From an optimization exercise on the open Yosys and OpenROAD flow, aimed at small area, a short achievable clock period and few clock cycles; shortcuts taken in it are not production practice.
Function was checked by simulation only, so behaviour that the tests miss may differ from the original.
Power figures rest on the tool's default switching activity, not on a simulated workload.

`flow/run.sh`:
```
#!/bin/bash
# synth_recipe.tcl (not shown) runs the flow's synth.tcl, then flattens the netlist and writes it again
# the make line also repeats each setting of config.mk as NAME=value (left out here)
make -C /OpenROAD-flow-scripts/flow DESIGN_CONFIG=/design/flow/config.mk WORK_HOME=/design/flow/orfs CLKGATE_MAP_FILE= SYNTH_SCRIPT=/design/flow/synth_recipe.tcl finish
```
`flow/config.mk`:
```
export PLATFORM = sky130hd
export DESIGN_NAME = cwt_enc
export DESIGN_NICKNAME = cwt_enc
export VERILOG_FILES = /design/flow/design.v
export SDC_FILE = /design/flow/constraint.sdc
export NUM_CORES = 4
export LEC_CHECK = 0
export CAP_MARGIN = 20
export CORE_MARGIN = 2
export CORE_UTILIZATION = 40
export SLEW_MARGIN = 20
```
`flow/constraint.sdc`:
```
create_clock -name core_clock -period 9.0 [get_ports {clk}]
set_input_delay 1.8000 -clock core_clock [delete_from_list [all_inputs] [get_ports {clk}]]
set_output_delay 1.8000 -clock core_clock [all_outputs]
set_load 0.01 [all_outputs]
```
`flow/design.v`:
```
module cwt_crc16 (
    input  wire [127:0] m,
    output wire [31:0]  c
);
    wire t128 = m[5] ^ m[14];
    wire t129 = m[4] ^ m[33];
    wire t130 = m[6] ^ m[44];
    wire t131 = m[8] ^ m[29];
    wire t132 = m[7] ^ m[22];
    wire t133 = m[32] ^ m[75];
    wire t134 = m[3] ^ m[76];
    wire t135 = m[47] ^ m[67];
    wire t136 = m[10] ^ m[96];
    wire t137 = m[12] ^ m[98];
    wire t138 = m[21] ^ m[77];
    wire t139 = m[24] ^ m[80];
    wire t140 = m[30] ^ m[68];
    wire t141 = m[48] ^ m[69];
    wire t142 = m[83] ^ m[103];
    wire t143 = m[23] ^ t131;
    wire t144 = m[34] ^ t128;
    wire t145 = m[11] ^ m[45];
    wire t146 = m[2] ^ m[118];
    wire t147 = m[15] ^ m[16];
    wire t148 = m[17] ^ m[70];
    wire t149 = m[20] ^ m[99];
    wire t150 = m[27] ^ m[37];
    wire t151 = m[28] ^ m[38];
    wire t152 = m[35] ^ m[36];
    wire t153 = m[39] ^ m[40];
    wire t154 = m[56] ^ m[71];
    wire t155 = m[57] ^ m[72];
    wire t156 = m[13] ^ t129;
    wire t157 = m[9] ^ m[95];
    wire t158 = m[19] ^ m[100];
    wire t159 = m[25] ^ m[41];
    wire t160 = m[26] ^ m[42];
    wire t161 = m[31] ^ m[74];
    wire t162 = m[43] ^ m[119];
    wire t163 = m[46] ^ m[66];
    wire t164 = m[49] ^ m[122];
    wire t165 = m[50] ^ m[123];
    wire t166 = m[51] ^ m[124];
    wire t167 = m[52] ^ m[73];
    wire t168 = m[53] ^ m[126];
    wire t169 = m[54] ^ m[62];
    wire t170 = m[79] ^ m[101];
    wire t171 = m[78] ^ t132;
    wire t172 = m[105] ^ t133;
    wire t173 = m[125] ^ t130;
    wire t174 = m[1] ^ m[85];
    wire t175 = m[18] ^ m[58];
    wire t176 = m[59] ^ m[82];
    wire t177 = m[102] ^ t139;
    wire t178 = m[104] ^ t141;
    wire t179 = m[115] ^ t142;
    wire t180 = m[120] ^ t135;
    wire t181 = m[65] ^ t144;
    wire t182 = m[91] ^ t143;
    wire t183 = m[0] ^ m[88];
    wire t184 = m[60] ^ m[89];
    wire t185 = m[61] ^ m[84];
    wire t186 = m[64] ^ m[121];
    wire t187 = m[81] ^ m[127];
    wire t188 = m[86] ^ m[106];
    wire t189 = m[87] ^ m[94];
    wire t190 = m[90] ^ m[110];
    wire t191 = m[63] ^ t134;
    wire t192 = m[92] ^ t137;
    wire t193 = m[97] ^ t145;
    wire t194 = m[108] ^ t147;
    wire t195 = m[111] ^ t138;
    wire t196 = m[107] ^ t140;
    wire t197 = m[109] ^ t136;
    wire t198 = m[112] ^ t154;
    wire t199 = m[113] ^ t155;
    wire t200 = t169 ^ t176;
    wire t201 = t152 ^ t171;
    wire t202 = t156 ^ t158;
    wire t203 = m[48] ^ t167;
    wire t204 = m[93] ^ t146;
    wire t205 = m[114] ^ t148;
    wire t206 = m[116] ^ t162;
    wire t207 = m[117] ^ t174;
    wire t208 = t151 ^ t157;
    wire t209 = t150 ^ t196;
    wire t210 = t166 ^ t172;
    wire t211 = t173 ^ t199;
    wire t212 = t153 ^ t182;
    wire t213 = m[46] ^ m[89];
    wire t214 = m[18] ^ t170;
    wire t215 = m[55] ^ t168;
    wire t216 = m[63] ^ t164;
    wire t217 = m[103] ^ t161;
    wire t218 = t149 ^ t163;
    wire t219 = t160 ^ t185;
    wire t220 = t175 ^ t187;
    wire t221 = m[0] ^ t193;
    wire t222 = t165 ^ t194;
    wire t223 = t197 ^ t201;
    wire t224 = m[15] ^ m[100];
    wire t225 = m[17] ^ m[114];
    wire t226 = m[25] ^ m[47];
    wire t227 = m[30] ^ m[99];
    wire t228 = m[51] ^ m[107];
    wire t229 = m[53] ^ m[70];
    wire t230 = m[75] ^ m[118];
    wire t231 = m[7] ^ t155;
    wire t232 = m[8] ^ t189;
    wire t233 = m[16] ^ t188;
    wire t234 = m[52] ^ t190;
    wire t235 = m[59] ^ t159;
    wire t236 = m[68] ^ t149;
    wire t237 = m[69] ^ t189;
    wire t238 = m[71] ^ t139;
    wire t239 = m[86] ^ t184;
    wire t240 = m[14] ^ t179;
    wire t241 = m[38] ^ t192;
    wire t242 = m[43] ^ t178;
    wire t243 = m[73] ^ t177;
    wire t244 = m[106] ^ t208;
    wire t245 = t166 ^ t198;
    wire t246 = t180 ^ t195;
    wire t247 = m[29] ^ t181;
    wire t248 = m[3] ^ m[72];
    wire t249 = m[4] ^ m[121];
    wire t250 = m[5] ^ m[74];
    wire t251 = m[6] ^ m[80];
    wire t252 = m[9] ^ m[112];
    wire t253 = m[11] ^ m[94];
    wire t254 = m[13] ^ m[57];
    wire t255 = m[19] ^ m[39];
    wire t256 = m[26] ^ m[37];
    wire t257 = m[27] ^ m[62];
    wire t258 = m[28] ^ m[120];
    wire t259 = m[31] ^ m[101];
    wire t260 = m[33] ^ m[36];
    wire t261 = m[42] ^ m[109];
    wire t262 = m[45] ^ m[108];
    wire t263 = m[49] ^ m[77];
    wire t264 = m[56] ^ m[58];
    wire t265 = m[61] ^ m[127];
    wire t266 = m[88] ^ m[102];
    wire t267 = m[90] ^ m[93];
    wire t268 = m[96] ^ m[126];
    wire t269 = m[111] ^ m[127];
    wire t270 = m[1] ^ t136;
    wire t271 = m[20] ^ t134;
    wire t272 = m[23] ^ t130;
    wire t273 = m[32] ^ t186;
    wire t274 = m[41] ^ t133;
    wire t275 = m[55] ^ t161;
    wire t276 = m[64] ^ t132;
    wire t277 = m[65] ^ t153;
    wire t278 = m[76] ^ t163;
    wire t279 = m[78] ^ t137;
    wire t280 = m[82] ^ t147;
    wire t281 = m[84] ^ t167;
    wire t282 = m[87] ^ t183;
    wire t283 = m[91] ^ t140;
    wire t284 = m[93] ^ t135;
    wire t285 = m[101] ^ t226;
    wire t286 = m[113] ^ t150;
    wire t287 = m[117] ^ t227;
    wire t288 = m[123] ^ t188;
    wire t289 = t128 ^ t146;
    wire t290 = t129 ^ t186;
    wire t291 = t140 ^ t165;
    wire t292 = t148 ^ t224;
    wire t293 = t151 ^ t229;
    wire t294 = t159 ^ t213;
    wire t295 = m[66] ^ t178;
    wire t296 = m[67] ^ t195;
    wire t297 = m[79] ^ t177;
    wire t298 = m[85] ^ t205;
    wire t299 = m[98] ^ t200;
    wire t300 = t143 ^ t170;
    wire t301 = t145 ^ t207;
    wire t302 = t154 ^ t172;
    wire t303 = t168 ^ t278;
    wire t304 = t192 ^ t214;
    wire t305 = t198 ^ t233;
    wire t306 = t200 ^ t219;
    wire t307 = t203 ^ t215;
    wire t308 = m[35] ^ t202;
    wire t309 = m[40] ^ t221;
    wire t310 = m[97] ^ t209;
    wire t311 = t141 ^ t240;
    wire t312 = t180 ^ t202;
    wire t313 = t181 ^ t218;
    wire t314 = t183 ^ t241;
    wire t315 = m[54] ^ t223;
    wire t316 = t212 ^ t262;
    wire t317 = m[6] ^ m[112];
    wire t318 = m[8] ^ m[61];
    wire t319 = m[10] ^ m[80];
    wire t320 = m[12] ^ m[119];
    wire t321 = m[16] ^ m[43];
    wire t322 = m[19] ^ m[122];
    wire t323 = m[22] ^ m[40];
    wire t324 = m[23] ^ m[39];
    wire t325 = m[24] ^ m[76];
    wire t326 = m[24] ^ m[94];
    wire t327 = m[26] ^ m[58];
    wire t328 = m[34] ^ m[95];
    wire t329 = m[36] ^ m[110];
    wire t330 = m[44] ^ m[60];
    wire t331 = m[50] ^ m[81];
    wire t332 = m[71] ^ m[84];
    wire t333 = m[77] ^ m[111];
    wire t334 = m[78] ^ m[105];
    wire t335 = m[81] ^ m[94];
    wire t336 = m[88] ^ m[125];
    wire t337 = m[95] ^ m[108];
    wire t338 = m[97] ^ m[121];
    wire t339 = m[103] ^ m[119];
    wire t340 = m[104] ^ m[115];
    wire t341 = m[107] ^ m[110];
    wire t342 = m[2] ^ t152;
    wire t343 = m[3] ^ t146;
    wire t344 = m[7] ^ t175;
    wire t345 = m[15] ^ t157;
    wire t346 = m[21] ^ t184;
    wire t347 = m[35] ^ t249;
    wire t348 = m[45] ^ t168;
    wire t349 = m[46] ^ t257;
    wire t350 = m[47] ^ t138;
    wire t351 = m[67] ^ t251;
    wire t352 = m[70] ^ t263;
    wire t353 = m[72] ^ t265;
    wire t354 = m[73] ^ t162;
    wire t355 = m[74] ^ t253;
    wire t356 = m[83] ^ t137;
    wire t357 = m[92] ^ t184;
    wire t358 = m[98] ^ t176;
    wire t359 = m[102] ^ t138;
    wire t360 = m[104] ^ t142;
    wire t361 = m[109] ^ t248;
    wire t362 = m[114] ^ t169;
    wire t363 = m[116] ^ t225;
    wire t364 = m[124] ^ t264;
    wire t365 = m[125] ^ t131;
    wire t366 = t128 ^ t160;
    wire t367 = t132 ^ t260;
    wire t368 = t136 ^ t174;
    wire t369 = t151 ^ t190;
    wire t370 = t164 ^ t175;
    wire t371 = t164 ^ t228;
    wire t372 = t185 ^ t319;
    wire t373 = t230 ^ t255;
    wire t374 = t250 ^ t258;
    wire t375 = t261 ^ t268;
    wire t376 = t267 ^ t336;
    wire t377 = t323 ^ t339;
    wire t378 = m[11] ^ t220;
    wire t379 = m[13] ^ t216;
    wire t380 = m[20] ^ t191;
    wire t381 = m[27] ^ t206;
    wire t382 = m[28] ^ t156;
    wire t383 = m[42] ^ t294;
    wire t384 = m[50] ^ t237;
    wire t385 = m[54] ^ t276;
    wire t386 = m[55] ^ t204;
    wire t387 = m[59] ^ t285;
    wire t388 = m[60] ^ t282;
    wire t389 = m[64] ^ t217;
    wire t390 = m[79] ^ t234;
    wire t391 = m[92] ^ t238;
    wire t392 = m[120] ^ t144;
    wire t393 = m[122] ^ t217;
    wire t394 = t130 ^ t289;
    wire t395 = t133 ^ t216;
    wire t396 = t148 ^ t207;
    wire t397 = t152 ^ t191;
    wire t398 = t156 ^ t193;
    wire t399 = t157 ^ t287;
    wire t400 = t158 ^ t237;
    wire t401 = t159 ^ t206;
    wire t402 = t160 ^ t270;
    wire t403 = t162 ^ t205;
    wire t404 = t170 ^ t236;
    wire t405 = t171 ^ t333;
    wire t406 = t173 ^ t232;
    wire t407 = t178 ^ t328;
    wire t408 = t179 ^ t269;
    wire t409 = t179 ^ t318;
    wire t410 = t180 ^ t213;
    wire t411 = t187 ^ t290;
    wire t412 = t194 ^ t350;
    wire t413 = t204 ^ t277;
    wire t414 = t206 ^ t254;
    wire t415 = t214 ^ t256;
    wire t416 = t218 ^ t231;
    wire t417 = t220 ^ t284;
    wire t418 = t232 ^ t345;
    wire t419 = t239 ^ t351;
    wire t420 = t259 ^ t368;
    wire t421 = t266 ^ t274;
    wire t422 = t275 ^ t283;
    wire t423 = t293 ^ t361;
    wire t424 = t332 ^ t359;
    wire t425 = m[17] ^ t300;
    wire t426 = m[49] ^ t209;
    wire t427 = m[87] ^ t302;
    wire t428 = m[116] ^ t295;
    wire t429 = t129 ^ t211;
    wire t430 = t149 ^ t210;
    wire t431 = t186 ^ t298;
    wire t432 = t197 ^ t297;
    wire t433 = t201 ^ t244;
    wire t434 = t210 ^ t281;
    wire t435 = t211 ^ t228;
    wire t436 = t231 ^ t242;
    wire t437 = t234 ^ t403;
    wire t438 = t235 ^ t303;
    wire t439 = t243 ^ t330;
    wire t440 = t245 ^ t341;
    wire t441 = t245 ^ t354;
    wire t442 = t246 ^ t377;
    wire t443 = t246 ^ t391;
    wire t444 = t272 ^ t304;
    wire t445 = t273 ^ t299;
    wire t446 = t288 ^ t307;
    wire t447 = t296 ^ t399;
    wire t448 = t301 ^ t325;
    wire t449 = t306 ^ t352;
    wire t450 = t182 ^ t314;
    wire t451 = t203 ^ t313;
    wire t452 = t212 ^ t398;
    wire t453 = t221 ^ t247;
    wire t454 = t223 ^ t346;
    wire t455 = t247 ^ t312;
    wire t456 = t310 ^ t406;
    wire t457 = t311 ^ t445;
    wire t458 = t181 ^ t316;
    wire t459 = t315 ^ t393;
    wire r0_0 = m[18] ^ m[22];
    wire r0_1 = m[33] ^ m[56];
    wire r0_2 = m[99] ^ r0_0;
    wire r0_3 = r0_1 ^ t135;
    wire r0_4 = t185 ^ t252;
    wire r0_5 = t335 ^ r0_2;
    wire r0_6 = r0_3 ^ r0_4;
    wire r0_7 = t270 ^ t279;
    wire r0_8 = t292 ^ t343;
    wire r0_9 = t349 ^ t360;
    wire r0_10 = r0_5 ^ r0_6;
    wire r0_11 = r0_7 ^ r0_8;
    wire r0_12 = r0_9 ^ t395;
    wire r0_13 = t401 ^ t422;
    wire r0_14 = r0_10 ^ r0_11;
    wire r0_15 = r0_12 ^ r0_13;
    wire r0_16 = t439 ^ r0_14;
    wire r0_17 = r0_15 ^ t453;
    wire r0_18 = r0_16 ^ r0_17;
    assign c[0] = r0_18;
    wire r1_0 = m[10] ^ m[113];
    wire r1_1 = m[119] ^ m[2];
    wire r1_2 = m[57] ^ m[62];
    wire r1_3 = m[81] ^ m[99];
    wire r1_4 = r1_0 ^ r1_1;
    wire r1_5 = r1_2 ^ r1_3;
    wire r1_6 = t163 ^ t226;
    wire r1_7 = t258 ^ r1_4;
    wire r1_8 = r1_5 ^ r1_6;
    wire r1_9 = t191 ^ t193;
    wire r1_10 = t207 ^ t219;
    wire r1_11 = t280 ^ t291;
    wire r1_12 = r1_10 ^ r1_11;
    wire r1_13 = r1_7 ^ r1_8;
    wire r1_14 = r1_9 ^ t302;
    wire r1_15 = t389 ^ t407;
    wire r1_16 = r1_12 ^ r1_13;
    wire r1_17 = r1_14 ^ r1_15;
    wire r1_18 = t308 ^ t444;
    wire r1_19 = r1_16 ^ r1_17;
    wire r1_20 = r1_18 ^ r1_19;
    assign c[1] = r1_20;
    wire r2_0 = m[82] ^ m[96];
    wire r2_1 = r2_0 ^ t145;
    wire r2_2 = t259 ^ t263;
    wire r2_3 = t327 ^ r2_1;
    wire r2_4 = r2_2 ^ t177;
    wire r2_5 = t204 ^ t233;
    wire r2_6 = t349 ^ t356;
    wire r2_7 = r2_3 ^ r2_4;
    wire r2_8 = r2_5 ^ r2_6;
    wire r2_9 = t397 ^ r2_7;
    wire r2_10 = r2_8 ^ t430;
    wire r2_11 = t431 ^ t436;
    wire r2_12 = r2_10 ^ r2_11;
    wire r2_13 = r2_9 ^ t455;
    wire r2_14 = r2_12 ^ r2_13;
    assign c[2] = r2_14;
    wire r3_0 = t188 ^ t320;
    wire r3_1 = t331 ^ t334;
    wire r3_2 = r3_0 ^ r3_1;
    wire r3_3 = t179 ^ t273;
    wire r3_4 = t292 ^ t370;
    wire r3_5 = r3_2 ^ r3_3;
    wire r3_6 = r3_4 ^ t382;
    wire r3_7 = t387 ^ t397;
    wire r3_8 = t424 ^ r3_5;
    wire r3_9 = r3_6 ^ r3_7;
    wire r3_10 = r3_8 ^ r3_9;
    wire r3_11 = t451 ^ t456;
    wire r3_12 = r3_10 ^ r3_11;
    assign c[3] = r3_12;
    wire r4_0 = m[6] ^ m[72];
    wire r4_1 = m[85] ^ r4_0;
    wire r4_2 = r4_1 ^ t348;
    wire r4_3 = t358 ^ t371;
    wire r4_4 = r4_2 ^ r4_3;
    wire r4_5 = t222 ^ t388;
    wire r4_6 = t389 ^ t415;
    wire r4_7 = t424 ^ r4_4;
    wire r4_8 = r4_5 ^ r4_6;
    wire r4_9 = t428 ^ t433;
    wire r4_10 = r4_7 ^ r4_8;
    wire r4_11 = r4_9 ^ t455;
    wire r4_12 = r4_10 ^ r4_11;
    assign c[4] = r4_12;
    wire r5_0 = m[121] ^ m[38];
    wire r5_1 = r5_0 ^ t255;
    wire r5_2 = t266 ^ r5_1;
    wire r5_3 = t353 ^ t360;
    wire r5_4 = r5_2 ^ r5_3;
    wire r5_5 = t210 ^ t222;
    wire r5_6 = t300 ^ t396;
    wire r5_7 = t419 ^ r5_4;
    wire r5_8 = r5_5 ^ r5_6;
    wire r5_9 = t426 ^ r5_7;
    wire r5_10 = r5_8 ^ t315;
    wire r5_11 = t451 ^ r5_10;
    wire r5_12 = r5_9 ^ r5_11;
    assign c[5] = r5_12;
    wire r6_0 = m[1] ^ t150;
    wire r6_1 = r6_0 ^ t173;
    wire r6_2 = t191 ^ t293;
    wire r6_3 = t356 ^ r6_1;
    wire r6_4 = r6_2 ^ t210;
    wire r6_5 = t305 ^ t384;
    wire r6_6 = t390 ^ t401;
    wire r6_7 = r6_3 ^ r6_4;
    wire r6_8 = r6_5 ^ r6_6;
    wire r6_9 = t313 ^ r6_7;
    wire r6_10 = r6_8 ^ t316;
    wire r6_11 = t454 ^ r6_10;
    wire r6_12 = r6_9 ^ r6_11;
    assign c[6] = r6_12;
    wire r7_0 = m[109] ^ m[37];
    wire r7_1 = m[41] ^ r7_0;
    wire r7_2 = r7_1 ^ t219;
    wire r7_3 = t282 ^ t287;
    wire r7_4 = t292 ^ t342;
    wire r7_5 = r7_2 ^ r7_3;
    wire r7_6 = r7_4 ^ t244;
    wire r7_7 = t303 ^ t385;
    wire r7_8 = t390 ^ r7_5;
    wire r7_9 = r7_6 ^ r7_7;
    wire r7_10 = t435 ^ t443;
    wire r7_11 = r7_10 ^ r7_8;
    wire r7_12 = r7_9 ^ t452;
    wire r7_13 = r7_11 ^ r7_12;
    assign c[7] = r7_13;
    wire r8_0 = m[100] ^ m[118];
    wire r8_1 = m[121] ^ r8_0;
    wire r8_2 = t248 ^ t252;
    wire r8_3 = t321 ^ t329;
    wire r8_4 = r8_1 ^ r8_2;
    wire r8_5 = r8_3 ^ t238;
    wire r8_6 = t362 ^ r8_4;
    wire r8_7 = r8_5 ^ t209;
    wire r8_8 = t307 ^ t383;
    wire r8_9 = t405 ^ t417;
    wire r8_10 = t420 ^ r8_6;
    wire r8_11 = r8_7 ^ r8_8;
    wire r8_12 = r8_9 ^ t314;
    wire r8_13 = r8_10 ^ r8_11;
    wire r8_14 = r8_12 ^ r8_13;
    wire r8_15 = t458 ^ r8_14;
    assign c[8] = r8_15;
    wire r9_0 = m[22] ^ m[96];
    wire r9_1 = r9_0 ^ t230;
    wire r9_2 = t267 ^ r9_1;
    wire r9_3 = t286 ^ r9_2;
    wire r9_4 = t304 ^ t306;
    wire r9_5 = t408 ^ t419;
    wire r9_6 = t423 ^ r9_3;
    wire r9_7 = r9_4 ^ r9_5;
    wire r9_8 = t308 ^ t428;
    wire r9_9 = r9_6 ^ r9_7;
    wire r9_10 = r9_8 ^ r9_9;
    wire r9_11 = t458 ^ r9_10;
    assign c[9] = r9_11;
    wire r10_0 = m[18] ^ m[66];
    wire r10_1 = r10_0 ^ t225;
    wire r10_2 = r10_1 ^ t192;
    wire r10_3 = t271 ^ t272;
    wire r10_4 = t285 ^ t369;
    wire r10_5 = r10_2 ^ r10_3;
    wire r10_6 = r10_4 ^ t202;
    wire r10_7 = t301 ^ t413;
    wire r10_8 = r10_5 ^ r10_6;
    wire r10_9 = r10_7 ^ t427;
    wire r10_10 = r10_8 ^ r10_9;
    wire r10_11 = r10_10 ^ t459;
    assign c[10] = r10_11;
    wire r11_0 = m[19] ^ m[48];
    wire r11_1 = r11_0 ^ t134;
    wire r11_2 = t320 ^ t326;
    wire r11_3 = t329 ^ t340;
    wire r11_4 = r11_1 ^ r11_2;
    wire r11_5 = r11_3 ^ t144;
    wire r11_6 = t288 ^ r11_4;
    wire r11_7 = r11_5 ^ t296;
    wire r11_8 = t386 ^ t415;
    wire r11_9 = t416 ^ t421;
    wire r11_10 = r11_6 ^ r11_7;
    wire r11_11 = r11_8 ^ r11_9;
    wire r11_12 = r11_10 ^ r11_11;
    wire r11_13 = t452 ^ r11_12;
    assign c[11] = r11_13;
    wire r12_0 = m[0] ^ m[116];
    wire r12_1 = r12_0 ^ t317;
    wire r12_2 = t334 ^ r12_1;
    wire r12_3 = t144 ^ t271;
    wire r12_4 = t364 ^ r12_2;
    wire r12_5 = r12_3 ^ t241;
    wire r12_6 = t243 ^ t383;
    wire r12_7 = t418 ^ r12_4;
    wire r12_8 = r12_5 ^ r12_6;
    wire r12_9 = t308 ^ t426;
    wire r12_10 = t442 ^ r12_7;
    wire r12_11 = r12_8 ^ r12_9;
    wire r12_12 = r12_10 ^ r12_11;
    assign c[12] = r12_12;
    wire r13_0 = m[113] ^ m[117];
    wire r13_1 = r13_0 ^ t249;
    wire r13_2 = t254 ^ t317;
    wire r13_3 = t324 ^ t331;
    wire r13_4 = r13_1 ^ r13_2;
    wire r13_5 = r13_3 ^ t217;
    wire r13_6 = t235 ^ t376;
    wire r13_7 = r13_4 ^ r13_5;
    wire r13_8 = r13_6 ^ t242;
    wire r13_9 = t392 ^ t402;
    wire r13_10 = t404 ^ t412;
    wire r13_11 = r13_10 ^ r13_7;
    wire r13_12 = r13_8 ^ r13_9;
    wire r13_13 = t433 ^ r13_11;
    wire r13_14 = r13_12 ^ r13_13;
    assign c[13] = r13_14;
    wire r14_0 = m[100] ^ m[126];
    wire r14_1 = m[58] ^ r14_0;
    wire r14_2 = t160 ^ t253;
    wire r14_3 = t338 ^ r14_1;
    wire r14_4 = r14_2 ^ t172;
    wire r14_5 = t205 ^ t280;
    wire r14_6 = t286 ^ t371;
    wire r14_7 = r14_3 ^ r14_4;
    wire r14_8 = r14_5 ^ r14_6;
    wire r14_9 = t242 ^ t297;
    wire r14_10 = t394 ^ r14_7;
    wire r14_11 = r14_8 ^ r14_9;
    wire r14_12 = t212 ^ r14_10;
    wire r14_13 = r14_11 ^ t454;
    wire r14_14 = r14_12 ^ r14_13;
    assign c[14] = r14_14;
    wire r15_0 = m[105] ^ m[30];
    wire r15_1 = r15_0 ^ t134;
    wire r15_2 = t150 ^ t164;
    wire r15_3 = t187 ^ r15_1;
    wire r15_4 = r15_2 ^ t235;
    wire r15_5 = t238 ^ t367;
    wire r15_6 = r15_3 ^ r15_4;
    wire r15_7 = r15_5 ^ t222;
    wire r15_8 = t244 ^ t409;
    wire r15_9 = r15_6 ^ r15_7;
    wire r15_10 = r15_8 ^ t309;
    wire r15_11 = t437 ^ t444;
    wire r15_12 = r15_10 ^ r15_11;
    wire r15_13 = r15_9 ^ r15_12;
    assign c[15] = r15_13;
    wire r16_0 = m[106] ^ m[65];
    wire r16_1 = r16_0 ^ t165;
    wire r16_2 = t324 ^ r16_1;
    wire r16_3 = t280 ^ t355;
    wire r16_4 = t366 ^ r16_2;
    wire r16_5 = r16_3 ^ t386;
    wire r16_6 = t395 ^ t405;
    wire r16_7 = t409 ^ t423;
    wire r16_8 = r16_4 ^ r16_5;
    wire r16_9 = r16_6 ^ r16_7;
    wire r16_10 = t310 ^ t312;
    wire r16_11 = t441 ^ r16_10;
    wire r16_12 = r16_8 ^ r16_9;
    wire r16_13 = r16_11 ^ r16_12;
    assign c[16] = r16_13;
    wire r17_0 = m[68] ^ m[75];
    wire r17_1 = m[83] ^ r17_0;
    wire r17_2 = t153 ^ t161;
    wire r17_3 = t169 ^ t326;
    wire r17_4 = r17_1 ^ r17_2;
    wire r17_5 = r17_3 ^ t208;
    wire r17_6 = t271 ^ t279;
    wire r17_7 = t281 ^ t290;
    wire r17_8 = r17_4 ^ r17_5;
    wire r17_9 = r17_6 ^ r17_7;
    wire r17_10 = t211 ^ t222;
    wire r17_11 = t295 ^ t381;
    wire r17_12 = t392 ^ r17_10;
    wire r17_13 = r17_11 ^ r17_8;
    wire r17_14 = r17_9 ^ t425;
    wire r17_15 = t440 ^ r17_12;
    wire r17_16 = r17_13 ^ r17_14;
    wire r17_17 = r17_15 ^ r17_16;
    assign c[17] = r17_17;
    wire r18_0 = m[29] ^ m[34];
    wire r18_1 = m[45] ^ m[69];
    wire r18_2 = m[76] ^ r18_0;
    wire r18_3 = r18_1 ^ t159;
    wire r18_4 = r18_2 ^ r18_3;
    wire r18_5 = t194 ^ t215;
    wire r18_6 = t277 ^ t344;
    wire r18_7 = t347 ^ t374;
    wire r18_8 = r18_4 ^ r18_5;
    wire r18_9 = r18_6 ^ r18_7;
    wire r18_10 = t211 ^ t298;
    wire r18_11 = t379 ^ r18_10;
    wire r18_12 = r18_8 ^ r18_9;
    wire r18_13 = t432 ^ t434;
    wire r18_14 = t447 ^ r18_11;
    wire r18_15 = r18_12 ^ r18_13;
    wire r18_16 = r18_14 ^ r18_15;
    assign c[18] = r18_16;
    wire r19_0 = m[110] ^ m[115];
    wire r19_1 = m[33] ^ m[77];
    wire r19_2 = r19_0 ^ r19_1;
    wire r19_3 = t158 ^ t167;
    wire r19_4 = t230 ^ t251;
    wire r19_5 = r19_2 ^ r19_3;
    wire r19_6 = r19_4 ^ t220;
    wire r19_7 = t291 ^ t365;
    wire r19_8 = t366 ^ r19_5;
    wire r19_9 = r19_6 ^ r19_7;
    wire r19_10 = t305 ^ r19_8;
    wire r19_11 = r19_9 ^ t309;
    wire r19_12 = t431 ^ t438;
    wire r19_13 = r19_10 ^ r19_11;
    wire r19_14 = r19_12 ^ r19_13;
    wire r19_15 = t459 ^ r19_14;
    assign c[19] = r19_15;
    wire r20_0 = m[123] ^ m[25];
    wire r20_1 = m[37] ^ m[86];
    wire r20_2 = r20_0 ^ r20_1;
    wire r20_3 = t136 ^ r20_2;
    wire r20_4 = t191 ^ t199;
    wire r20_5 = t348 ^ t367;
    wire r20_6 = r20_3 ^ r20_4;
    wire r20_7 = r20_5 ^ t182;
    wire r20_8 = t243 ^ t394;
    wire r20_9 = t400 ^ t404;
    wire r20_10 = t408 ^ r20_6;
    wire r20_11 = r20_7 ^ r20_8;
    wire r20_12 = r20_9 ^ t440;
    wire r20_13 = t449 ^ r20_10;
    wire r20_14 = r20_11 ^ r20_12;
    wire r20_15 = r20_13 ^ r20_14;
    assign c[20] = r20_15;
    wire r21_0 = m[124] ^ m[52];
    wire r21_1 = m[65] ^ r21_0;
    wire r21_2 = t135 ^ t154;
    wire r21_3 = t225 ^ t256;
    wire r21_4 = t265 ^ t337;
    wire r21_5 = r21_1 ^ r21_2;
    wire r21_6 = r21_3 ^ r21_4;
    wire r21_7 = t195 ^ t236;
    wire r21_8 = t274 ^ t289;
    wire r21_9 = t370 ^ r21_5;
    wire r21_10 = r21_6 ^ r21_7;
    wire r21_11 = r21_8 ^ t384;
    wire r21_12 = t385 ^ t420;
    wire r21_13 = r21_10 ^ r21_11;
    wire r21_14 = r21_12 ^ r21_9;
    wire r21_15 = t429 ^ r21_13;
    wire r21_16 = r21_14 ^ t450;
    wire r21_17 = r21_15 ^ r21_16;
    assign c[21] = r21_17;
    wire r22_0 = m[21] ^ m[51];
    wire r22_1 = m[95] ^ r22_0;
    wire r22_2 = t161 ^ t165;
    wire r22_3 = t261 ^ t264;
    wire r22_4 = t335 ^ r22_1;
    wire r22_5 = r22_2 ^ r22_3;
    wire r22_6 = t173 ^ t239;
    wire r22_7 = t284 ^ t363;
    wire r22_8 = t372 ^ t373;
    wire r22_9 = r22_4 ^ r22_5;
    wire r22_10 = r22_6 ^ r22_7;
    wire r22_11 = r22_8 ^ t240;
    wire r22_12 = t379 ^ r22_10;
    wire r22_13 = r22_11 ^ r22_9;
    wire r22_14 = t436 ^ t438;
    wire r22_15 = r22_12 ^ r22_13;
    wire r22_16 = r22_14 ^ t450;
    wire r22_17 = r22_15 ^ r22_16;
    assign c[22] = r22_17;
    wire r23_0 = m[14] ^ m[44];
    wire r23_1 = r23_0 ^ t153;
    wire r23_2 = t190 ^ t268;
    wire r23_3 = t340 ^ r23_1;
    wire r23_4 = r23_2 ^ t203;
    wire r23_5 = t276 ^ t291;
    wire r23_6 = t357 ^ r23_3;
    wire r23_7 = r23_4 ^ r23_5;
    wire r23_8 = t414 ^ t417;
    wire r23_9 = t418 ^ r23_6;
    wire r23_10 = r23_7 ^ r23_8;
    wire r23_11 = t430 ^ t448;
    wire r23_12 = t449 ^ r23_10;
    wire r23_13 = r23_11 ^ r23_9;
    wire r23_14 = r23_12 ^ r23_13;
    assign c[23] = r23_14;
    wire r24_0 = m[50] ^ m[53];
    wire r24_1 = m[5] ^ r24_0;
    wire r24_2 = t134 ^ t227;
    wire r24_3 = t322 ^ r24_1;
    wire r24_4 = r24_2 ^ t143;
    wire r24_5 = t177 ^ t358;
    wire r24_6 = t376 ^ r24_3;
    wire r24_7 = r24_4 ^ r24_5;
    wire r24_8 = t305 ^ t378;
    wire r24_9 = t396 ^ t407;
    wire r24_10 = r24_6 ^ r24_7;
    wire r24_11 = r24_8 ^ r24_9;
    wire r24_12 = t434 ^ t442;
    wire r24_13 = r24_10 ^ r24_11;
    wire r24_14 = r24_12 ^ r24_13;
    assign c[24] = r24_14;
    wire r25_0 = m[102] ^ m[15];
    wire r25_1 = m[23] ^ m[77];
    wire r25_2 = r25_0 ^ r25_1;
    wire r25_3 = t174 ^ t322;
    wire r25_4 = r25_2 ^ r25_3;
    wire r25_5 = t347 ^ t372;
    wire r25_6 = r25_4 ^ r25_5;
    wire r25_7 = t299 ^ t380;
    wire r25_8 = t381 ^ t410;
    wire r25_9 = r25_6 ^ r25_7;
    wire r25_10 = r25_8 ^ t427;
    wire r25_11 = t435 ^ t446;
    wire r25_12 = r25_10 ^ r25_11;
    wire r25_13 = r25_9 ^ t453;
    wire r25_14 = r25_12 ^ r25_13;
    assign c[25] = r25_14;
    wire r26_0 = m[90] ^ t130;
    wire r26_1 = t142 ^ r26_0;
    wire r26_2 = t196 ^ t216;
    wire r26_3 = t279 ^ t342;
    wire r26_4 = t362 ^ t364;
    wire r26_5 = t374 ^ r26_1;
    wire r26_6 = r26_2 ^ r26_3;
    wire r26_7 = r26_4 ^ t388;
    wire r26_8 = t411 ^ t412;
    wire r26_9 = t416 ^ r26_5;
    wire r26_10 = r26_6 ^ r26_7;
    wire r26_11 = r26_8 ^ t446;
    wire r26_12 = t448 ^ r26_10;
    wire r26_13 = r26_11 ^ r26_9;
    wire r26_14 = r26_12 ^ r26_13;
    assign c[26] = r26_14;
    wire r27_0 = m[124] ^ m[41];
    wire r27_1 = m[7] ^ r27_0;
    wire r27_2 = t138 ^ t183;
    wire r27_3 = t229 ^ t252;
    wire r27_4 = t260 ^ r27_1;
    wire r27_5 = r27_2 ^ r27_3;
    wire r27_6 = t239 ^ r27_4;
    wire r27_7 = r27_5 ^ t222;
    wire r27_8 = t378 ^ t414;
    wire r27_9 = r27_6 ^ r27_7;
    wire r27_10 = r27_8 ^ t432;
    wire r27_11 = r27_10 ^ r27_9;
    wire r27_12 = t456 ^ t457;
    wire r27_13 = r27_11 ^ r27_12;
    assign c[27] = r27_13;
    wire r28_0 = m[117] ^ m[16];
    wire r28_1 = m[24] ^ r28_0;
    wire r28_2 = t250 ^ t337;
    wire r28_3 = r28_1 ^ r28_2;
    wire r28_4 = t200 ^ t283;
    wire r28_5 = t286 ^ t343;
    wire r28_6 = t344 ^ t365;
    wire r28_7 = t369 ^ t375;
    wire r28_8 = r28_3 ^ r28_4;
    wire r28_9 = r28_5 ^ r28_6;
    wire r28_10 = r28_7 ^ t400;
    wire r28_11 = t410 ^ t421;
    wire r28_12 = r28_10 ^ r28_11;
    wire r28_13 = r28_8 ^ r28_9;
    wire r28_14 = t441 ^ r28_12;
    wire r28_15 = r28_13 ^ r28_14;
    assign c[28] = r28_15;
    wire r29_0 = m[120] ^ t131;
    wire r29_1 = t141 ^ t142;
    wire r29_2 = t183 ^ t269;
    wire r29_3 = t338 ^ r29_0;
    wire r29_4 = r29_1 ^ r29_2;
    wire r29_5 = t208 ^ t357;
    wire r29_6 = t373 ^ t375;
    wire r29_7 = r29_3 ^ r29_4;
    wire r29_8 = r29_5 ^ r29_6;
    wire r29_9 = t380 ^ t387;
    wire r29_10 = t422 ^ r29_7;
    wire r29_11 = r29_8 ^ r29_9;
    wire r29_12 = t429 ^ t437;
    wire r29_13 = r29_10 ^ r29_11;
    wire r29_14 = r29_12 ^ r29_13;
    assign c[29] = r29_14;
    wire r30_0 = m[12] ^ t190;
    wire r30_1 = t224 ^ t257;
    wire r30_2 = t327 ^ r30_0;
    wire r30_3 = r30_1 ^ t171;
    wire r30_4 = t191 ^ t215;
    wire r30_5 = t236 ^ t294;
    wire r30_6 = t355 ^ t363;
    wire r30_7 = r30_2 ^ r30_3;
    wire r30_8 = r30_4 ^ r30_5;
    wire r30_9 = r30_6 ^ t411;
    wire r30_10 = t413 ^ r30_7;
    wire r30_11 = r30_8 ^ r30_9;
    wire r30_12 = t311 ^ t443;
    wire r30_13 = r30_10 ^ r30_11;
    wire r30_14 = r30_12 ^ r30_13;
    assign c[30] = r30_14;
    wire r31_0 = m[90] ^ t163;
    wire r31_1 = t321 ^ r31_0;
    wire r31_2 = t204 ^ t275;
    wire r31_3 = t353 ^ r31_1;
    wire r31_4 = r31_2 ^ t382;
    wire r31_5 = t402 ^ r31_3;
    wire r31_6 = r31_4 ^ t309;
    wire r31_7 = t425 ^ t439;
    wire r31_8 = t447 ^ r31_5;
    wire r31_9 = r31_6 ^ r31_7;
    wire r31_10 = t457 ^ r31_8;
    wire r31_11 = r31_9 ^ r31_10;
    assign c[31] = r31_11;
endmodule
module cwt_quant (
    input  wire [63:0] v,
    input  wire        trunc_mode,    
    output wire [15:0] q,
    output wire        clip,
    output wire        nan
);
    wire        s = v[63];
    wire [10:0] e = v[62:52];
    assign nan = (&e) && (|v[51:0]);
    wire        inr  = (e >= 11'd1022) && (e <= 11'd1038);
    wire        huge = (e >= 11'd1039);
    wire [4:0]  sh   = 5'd14 - e[4:0];           
    wire [16:0] y    = inr ? ({1'b1, v[51:36]} >> sh) : 17'd0;
    wire [15:0] ip   = y[16:1];
    wire        rh   = ~trunc_mode & y[0];
    wire [15:0] sum  = (ip ^ {16{s}}) + {15'd0, rh ^ s};
    wire        cpos = ip[15] | ((&ip[14:0]) & rh);
    wire        cneg = ip[15] & ((|ip[14:0]) | rh);
    assign clip = huge | (s ? cneg : cpos);
    assign q    = clip ? {s, {15{~s}}} : sum;
endmodule
module cwt_f32cvt (
    input  wire [63:0] v,
    output wire [31:0] f
);
    wire        s = v[63];
    wire [10:0] e = v[62:52];
    wire        ovf    = (e > 11'd1150);
    wire        normal = (e >= 11'd897);
    wire [10:0] dsh    = 11'd897 - e;
    wire [4:0]  sh     = normal ? 5'd0 : ((dsh > 11'd26) ? 5'd26 : dsh[4:0]);
    wire [24:0] w      = {1'b1, v[51:28]};
    wire [24:0] ws     = w >> sh;
    wire [25:0] lmask  = ~(26'h3FFFFFF << sh);
    wire        sticky = (|v[27:0]) | (|(w & lmask[24:0]));
    wire [23:0] keep   = ws[24:1];
    wire        guard  = ws[0];
    wire        rup    = guard & (sticky | keep[0]);
    wire [7:0]  exp8   = normal ? (e[7:0] + 8'd128) : 8'd0;    
    wire [30:0] rnd    = {exp8, keep[22:0]} + {30'd0, rup};
    assign f = {s, ovf ? 31'h7F800000 : rnd};
endmodule
module cwt_lane (
    input  wire [63:0] v,
    input  wire        trunc_mode,
    output wire [15:0] q,
    output wire        clip,
    output wire [31:0] f,
    output wire        nan
);
    cwt_quant u_q (.v(v), .trunc_mode(trunc_mode), .q(q), .clip(clip), .nan(nan));
    cwt_f32cvt u_f (.v(v), .f(f));
endmodule
module cwt_enc (
    input  wire         clk,
    input  wire         rst,
    input  wire         cmd_valid,
    output wire         cmd_ready,
    input  wire [3:0]   cmd_op,
    input  wire         cmd_chan,
    input  wire         cmd_part,
    input  wire [255:0] cmd_data,
    output reg          rsp_valid,
    output reg  [63:0]  rsp_result,
    output reg  [2:0]   rsp_fault,
    output reg  [5:0]   rsp_len,
    output reg  [255:0] rsp_bytes
);
    localparam OP_EINIT  = 4'd0;
    localparam OP_CRCB   = 4'd1;
    localparam OP_CRCF   = 4'd2;
    localparam OP_CRCV   = 4'd3;
    localparam OP_QNT    = 4'd4;
    localparam OP_ENCV   = 4'd5;
    localparam OP_ENCREC = 4'd6;
    localparam OP_RDCLIP = 4'd7;
    localparam OP_RDREC  = 4'd8;
    localparam OP_RDSTAT = 4'd9;
    localparam F_NONE     = 3'd0;
    localparam F_PROTOCOL = 3'd5;
    localparam F_ILLEGAL  = 3'd6;
    localparam F_NUMERIC  = 3'd7;
    reg [31:0]  crc;         
    reg [31:0]  clip0;
    reg [31:0]  clip1;
    reg [31:0]  reccnt;
    reg [1:0]   fmt;
    reg         alg;
    reg         encon;
    reg         integrity;
    reg         ready;
    reg         s0_v;
    reg [3:0]   op;
    reg         chan;
    reg         part;
    reg [255:0] data;
    assign cmd_ready = ready;
    wire accept = cmd_valid & ready;
    always @(posedge clk) begin
        op   <= cmd_op;
        chan <= cmd_chan;
        part <= cmd_part;
        data <= cmd_data;
        if (rst) begin
            s0_v  <= 1'b0;
            ready <= 1'b1;
            fmt   <= 2'd0;
            alg   <= 1'b0;
            encon <= 1'b0;
        end else begin
            s0_v  <= accept;
            ready <= ~(accept & (cmd_op == OP_ENCREC) & (fmt == 2'd0) & encon);
            if (accept & (cmd_op == OP_EINIT)) begin
                fmt   <= cmd_data[1:0];
                alg   <= cmd_data[2];
                encon <= 1'b1;
            end
        end
    end
    wire is_einit  = (op == OP_EINIT);
    wire is_crcb   = (op == OP_CRCB);
    wire is_crcf   = (op == OP_CRCF);
    wire is_crcv   = (op == OP_CRCV);
    wire is_qnt    = (op == OP_QNT);
    wire is_encv   = (op == OP_ENCV);
    wire is_encrec = (op == OP_ENCREC);
    wire is_rdclip = (op == OP_RDCLIP);
    wire is_rdrec  = (op == OP_RDREC);
    wire is_rdstat = (op == OP_RDSTAT);
    wire is_illegal = (op >= 4'd10);
    wire [15:0] q0, q1, q2, q3;
    wire        c0, c1, c2, c3;
    wire [31:0] f0, f1, f2, f3;
    wire        n0, n1, n2, n3;
    cwt_lane u_l0 (.v(data[63:0]),    .trunc_mode(~alg & ~(part & ~is_encrec)), .q(q0), .clip(c0), .f(f0), .nan(n0));
    cwt_lane u_l1 (.v(data[127:64]),  .trunc_mode(1'b0),  .q(q1), .clip(c1), .f(f1), .nan(n1));
    cwt_lane u_l2 (.v(data[191:128]), .trunc_mode(~alg),  .q(q2), .clip(c2), .f(f2), .nan(n2));
    cwt_lane u_l3 (.v(data[255:192]), .trunc_mode(1'b0),  .q(q3), .clip(c3), .f(f3), .nan(n3));
    wire uses_enc = is_qnt | is_encv | is_encrec;
    wire any_nan  = is_encrec ? (n0 | n1 | n2 | n3) : n0;
    reg  [2:0] fault;
    always @* begin
        if (is_illegal)                fault = F_ILLEGAL;
        else if (uses_enc & ~encon)    fault = F_PROTOCOL;
        else if (uses_enc & any_nan)   fault = F_NUMERIC;
        else                           fault = F_NONE;
    end
    wire ok = (fault == F_NONE);
    wire i16_re = fmt[0] ^ fmt[1];             
    wire i16_im = (fmt == 2'd1);
    wire i16_v  = part ? i16_im : i16_re;      
    wire lay_raw = (fmt == 2'd0) | is_crcb;
    wire lay_f32 = (fmt == 2'd3) | ((fmt == 2'd2) & is_encv & part);
    wire lay_mix = (fmt == 2'd2) & ~is_encv;
    reg [127:0] bytes_lo;
    always @* begin
        if (lay_raw)      bytes_lo = data[127:0];
        else if (lay_f32) bytes_lo = {f3, f2, f1, f0};
        else if (lay_mix) bytes_lo = {32'd0, f3, q2, f1, q0};
        else              bytes_lo = {64'd0, q3, q2, q1, q0};
    end
    reg [5:0] len;
    reg [5:0] fk;      
    reg       two;     
    always @* begin
        len = 6'd0; fk = 6'd0; two = 1'b0;
        if (ok) begin
            if (is_crcb) fk = 6'b000001;
            else if (is_encrec) begin
                case (fmt)
                    2'd0: begin len = 6'd32; fk = 6'b100000; two = 1'b1; end
                    2'd1: begin len = 6'd8;  fk = 6'b001000; end
                    2'd2: begin len = 6'd12; fk = 6'b010000; end
                    default: begin len = 6'd16; fk = 6'b100000; end
                endcase
            end else if (is_encv) begin
                case (fmt)
                    2'd0: begin len = 6'd8; fk = 6'b001000; end
                    2'd1: begin len = 6'd2; fk = 6'b000010; end
                    2'd2: if (part) begin len = 6'd4; fk = 6'b000100; end
                          else      begin len = 6'd2; fk = 6'b000010; end
                    default: begin len = 6'd4; fk = 6'b000100; end
                endcase
            end
        end
    end
    wire [1:0] inc0 = is_encrec ? ({1'b0, c0 & i16_re} + {1'b0, c1 & i16_im})
                                : {1'b0, c0 & (is_qnt | i16_v) & ~chan};
    wire [1:0] inc1 = is_encrec ? ({1'b0, c2 & i16_re} + {1'b0, c3 & i16_im})
                                : {1'b0, c0 & (is_qnt | i16_v) & chan};
    reg [5:0]  r_fk;
    reg        r_two;
    reg        hi_pend;
    reg [127:0] fm;
    reg [31:0]  post;
    integer b;
    always @* begin
        fm = 128'd0;
        for (b = 0; b < 16; b = b + 1) begin
            if (hi_pend)              fm[8*b +: 8] = rsp_bytes[128 + 8*b +: 8];
            if (r_fk[5])              fm[8*b +: 8] = rsp_bytes[8*b +: 8];
            if (r_fk[4] && b >= 4)    fm[8*b +: 8] = rsp_bytes[8*(b-4) +: 8];
            if (r_fk[3] && b >= 8)    fm[8*b +: 8] = rsp_bytes[8*(b-8) +: 8];
            if (r_fk[2] && b >= 12)   fm[8*b +: 8] = rsp_bytes[8*(b-12) +: 8];
            if (r_fk[1] && b >= 14)   fm[8*b +: 8] = rsp_bytes[8*(b-14) +: 8];
            if (r_fk[0] && b >= 15)   fm[8*b +: 8] = rsp_bytes[8*(b-15) +: 8];
        end
        if (hi_pend | r_fk[5]) fm[31:0]    = fm[31:0]    ^ crc;
        if (r_fk[4])           fm[63:32]   = fm[63:32]   ^ crc;
        if (r_fk[3])           fm[95:64]   = fm[95:64]   ^ crc;
        if (r_fk[2])           fm[127:96]  = fm[127:96]  ^ crc;
        if (r_fk[1])           fm[127:112] = fm[127:112] ^ crc[15:0];
        if (r_fk[0])           fm[127:120] = fm[127:120] ^ crc[7:0];
        post = r_fk[1] ? {16'd0, crc[31:16]} : r_fk[0] ? {8'd0, crc[31:8]} : 32'd0;
    end
    wire [31:0] fold;
    cwt_crc16 u_crc (.m(fm), .c(fold));
    wire        folding  = hi_pend | (|r_fk);
    wire [31:0] crc_next = folding ? (fold ^ post) : crc;
    wire [31:0] crc_fin  = ~crc_next;
    reg [63:0] result;
    always @* begin
        result = 64'd0;
        if (is_crcf)                result = {32'd0, crc_fin};
        if (is_crcv)                result = {63'd0, crc_fin == data[31:0]};
        if (is_qnt & ok)            result = {{48{q0[15]}}, q0};
        if (is_encrec & ok)         result = 64'd1;
        if (is_rdclip)              result = {32'd0, chan ? clip1 : clip0};
        if (is_rdrec)               result = {32'd0, reccnt};
        if (is_rdstat)              result = {51'd0, alg, 2'b00, fmt, 2'b00, encon, integrity, 1'b0, encon, 2'b00};
    end
    always @(posedge clk) begin
        rsp_result      <= result;
        rsp_fault       <= fault;
        rsp_len         <= len;
        rsp_bytes[127:0] <= bytes_lo;
        if (s0_v) rsp_bytes[255:128] <= data[255:128];
        if (rst) begin
            rsp_valid <= 1'b0;
            r_fk      <= 6'd0;
            r_two     <= 1'b0;
            hi_pend   <= 1'b0;
            crc       <= 32'hFFFFFFFF;
            clip0     <= 32'd0;
            clip1     <= 32'd0;
            reccnt    <= 32'd0;
            integrity <= 1'b0;
        end else begin
            rsp_valid <= s0_v;
            r_fk      <= s0_v ? fk : 6'd0;
            r_two     <= s0_v & two;
            hi_pend   <= r_two;
            crc       <= crc_next;
            if (s0_v) begin
                if (is_einit) begin
                    crc       <= 32'hFFFFFFFF;
                    clip0     <= 32'd0;
                    clip1     <= 32'd0;
                    reccnt    <= 32'd0;
                    integrity <= 1'b0;
                end else begin
                    if (ok & uses_enc) begin
                        clip0 <= clip0 + {30'd0, inc0};
                        clip1 <= clip1 + {30'd0, inc1};
                    end
                    if (ok & is_encrec) reccnt <= reccnt + 32'd1;
                    if (is_crcv && crc_fin != data[31:0]) integrity <= 1'b1;
                end
            end
        end
    end
endmodule
```
==> run notes <==
* CP required at 9.63 ns
* Top_reg_cell synth: dfxtp_1
* Worst Setup End Kind: flip-flop
* Final setup TNS at 0 ns
* MaxCap Viol Count at 0
* Later-pin clock latency in the skew report at 0.76 ns
* GRT Total Usage at 47.36%
* Post-layout nets at 7,241
* CP peak stage delay at 0.98 ns
* DIE HEIGHT at 381.0 µm
* Status: finished clean
* Crit path buf inv count at 3
* HPWL after DPL at 289,600 µm
* Reg power frac at 40.4%
* Peak VDD IR at 0.0001552 V
* Clock root buffer: clkbuf_16
* Ys Warns at 54
* Util after Layout at 47.97%
* Max frequency at 130.4 MHz
* Initial core utilization at 40.25%
* Syn_area_per_cell at 8.739 µm²
* Hold wc startpoint: data[135]
* Final WL at 358,500 µm
* Largest cells by area after synthesis: dfxtp_1 (20%), xnor2_1 (9.4%), xnor3_1 (6.8%)
* First-pass DRT Iterations at 9
* EDFF count, synth at 128
* Top cell type's share of synthesized area at 20.25%
* Clock network power share at 36.9%
* Iteration-0 DRC Markers at 10,376
* Layout area overhead at 19.18%
* Clk_skew at 0.05160 ns
* Ports at 596
* Die ar. at 145,200 µm²
* CTS Buf Count at 80
* PwrDens at 137.2 nW/µm²
* Largest net degree at the start of global routing at 84
* Post-CTS sizing at 0
* Crit Path Class: reg -> reg
* CTS Sinks at 703
* Antenna violations before repair at 54
* Sw Ratio at 34.54%
* DRC viols at 0
* Max FO, Critical Path at 28
* Asr flop ratio synth at 0%
* Fin crit share at 85.18%
* Gr ovfl total at 0
* R2R cell count at 24
* Most common cell after layout, fill and taps aside: nand2_1
* CTS tree: yes
* Hold Crit Class: reg -> reg
* Crit path DAT at 8.30 ns
* Post-CTS setup buffer count at 0
* Slowest CP cell: ha_1
* Sequential Area at 15,370 µm²
* Cell-internal power at 6.084 mW
* Max clock buf depth at 3
* Fraction of layout cells with a size suffix above 1 at 9.551%
* CTS Hold Bufs at 0
* RR Startpoint: data[116]
* Distinct cell type count after synthesis at 134
* Total Power at 9.293 mW
* # setup viols final at 0
* Cell area after synthesis at 56,850 µm²
* Worst R2R Setup Slack at 1.33 ns
* RSZ-0062 raised after global routing: no
* Row cnt at 138
* Sw Pwr at 3.209 mW
* FF+latch count, synth at 703
* First-pass GRT wire length at 477,300 µm
* Critical Path Source Type: flip-flop
* CP top delay family: simple AND/OR/NAND/NOR gates
* Via Count at 60,819
* CTS H-tree depth at 3
* Pleak at 25.40 nW
* Hold Path Depth at 0
* Worst R2R End: clip0[30]
* Clock-pin slew on the worst setup and hold paths at 0.06 ns
* Drt via density at 6.821
* Drt wl/cell at 40.21 µm
* Share of the yosys chip area belonging to registers at 27.01%
* Crit-path cells: buf_4 > clkinv_1 > ha_1 > mux4_2 > mux2i_1 > mux2i_1 > and2_1 > nor4b_1 > nand4_1 > a21oi_1 > a2bb2oi_1 > buf_4 > nor2b_1 > ha_1 > nand2_1 > o21ai_0 > ha_1 > fa_1 > nand4_1 > nor2_1 > and4_1 > nand2b_1 > or3_1 > a21oi_1
* Final worst path period need at 7.666 ns
* Vias in the first global route at 55,279
* Fill cells at 13,726
* Hold Vio Cnt, Final at 0
* CORE AREA at 141,200 µm²
* Routed Antenna Nets at 0
* Least-Margin Pin Slew at 1.333 ns
* Die W at 381.0 µm
* # port buffers at 594
* Mapped Nets at 6,820
* Logic pwr share at 22.6%
* Post-Syn Instances at 6,505
* Leading area contributor after synthesis: dfxtp_1
* Multi-input logic area at 39,210 µm²
* Fin. max-slew vios at 0
* Placer Congestion at 1.158
* Rel. slew slack at 11.16%
* Crit-path most repeated cell: ha_1
* Hold Path End: rsp_bytes[135]
* Commonest non-fill, non-tap cells in the layout: nand2_1 (647), xnor2_1 (602), clkdlybuf4s50_1 (594)
==> worst max-delay path by stage <==
stage	from	endpoint	slack (ns)	cells after the start
finish	data[116]	clip0[30]	1.33	24
global route	data[116]	clip0[28]	0.81	24
CTS	data[116]	clip0[28]	1.61	24
detailed placement	data[116]	clip0[28]	1.67	24
global placement	data[116]	clip0[30]	1.79	24
floorplan	data[116]	clip0[28]	2.49	26
==> state kept, by name, indices dropped and copies added, names as in the netlist, 2 cells and up <==
name,flops
data,256
rsp_bytes,256
rsp_result,33
clip0,32
clip1,32
crc,32
reccnt,32
r_fk,6
rsp_len,5
op,4
rsp_fault,3
fmt,2
==> cells by family (layout without fill, tap and decap cells) <==
kind of cell,Yosys count,after routing,synth area share (%)
buffers and inverters,570,1059,4.569
AO/OA/AOI/OAI,1683,1683,20.67
AND/OR/NAND/NOR,2114,2114,18.38
flip-flops,703,703,27.01
multiplexers,238,238,5.518
adder cells (fa/ha/maj),51,51,1.145
other,1,33,0.006597
XOR/XNOR,1145,1145,22.70
==> power groups by stage <==
| stage | clock, mW | sequential [mW] | combinational [mW] |
|---|---|---|---|
| global placement | 0 | 3.78 | 2.00 |
| detailed placement | 0 | 3.78 | 2.00 |
| global route | 3.57 | 3.73 | 2.16 |
| CTS | 3.45 | 3.71 | 2.01 |
| floorplan | 0 | 3.55 | 1.13 |
| finish | 3.43 | 3.76 | 2.10 |
==> layer usage <==
| metal | wire [µm] | global-route usage, % | share of wire (%) |
|---|---|---|---|
| met5 | 444 | 1.157 | 0.12 |
| met4 | 33000 | 35.44 | 9.2 |
| met3 | 46460 | 16.22 | 13 |
| met2 | 146800 | 68.06 | 41 |
| met1 | 131800 | 58.20 | 37 |
==> layout make-up <==
| class | instances | share of cell area [%] |
|---|---|---|
| antenna | 32 | 0.1182 |
| sequential | 703 | 22.69 |
| timing repair buffer | 824 | 11.37 |
| tap | 1890 | 3.490 |
| clock buffer | 106 | 3.295 |
| multi-input combinational | 5232 | 57.87 |
| inverter | 85 | 0.4709 |
| clock inverter | 44 | 0.7054 |
==> cells in the mapped netlist (103+ instances only) <==
| master | n |
|---|---|
| nand2_1 | 647 |
| xnor2_1 | 608 |
| dfxtp_1 | 575 |
| nor2_1 | 443 |
| a21oi_1 | 377 |
| xor2_1 | 321 |
| o21ai_0 | 312 |
| clkbuf_1 | 286 |
| nand3_1 | 254 |
| xnor3_1 | 172 |
| mux2i_1 | 139 |
| edfxtp_1 | 128 |
| nor3_1 | 126 |
| buf_2 | 103 |
==> stage by stage <==
step                      hold slack, ns  instances  setup slack [ns]  instance area (µm²)
after floorplan                   0.4029       6505             2.491                56850
after global placement            0.4152       8730             1.794                64820
after detailed placement          0.4180       8731             1.674                64850
after CTS                         0.4302       8881             1.612                67560
after global routing              0.4369       8886            0.8142                67680
final                             0.4299       8916             1.334                67750
Testbench counts, summed over its fixed seeds: cycles 7,628.

what the ideal ports hide:
The results above use ideal ports. As a check the final layout listed here was re-extracted and re-timed, cells and wires unchanged. Step 1 sets driving cells, clkbuf_16 on the clock port and buf_2 on the other inputs (assumed; they add their load-dependent delay and slew). Step 2 adds t to the input delays and takes it off the output delays; t is the mean of the earliest and latest rising clock arrival at the registers after step 1. Input paths then give back, and output paths get back, about the clock's delay inside the block. Three values: ideal, step 1, step 2; two values: the first two.
t, ns: 0.822
setup slack, ns: 1.334 / 1.334 / 1.334
clock arrival spread, ns: 0.051 / 0.051
worst register clock-pin slew, ns: 0.08 / 0.08
cell pins on the clock port's net: 1
After both steps setup and hold are still met in this run. The setup slack of this run moves by 0.000 ns with the drivers and by 0.000 ns with both steps.
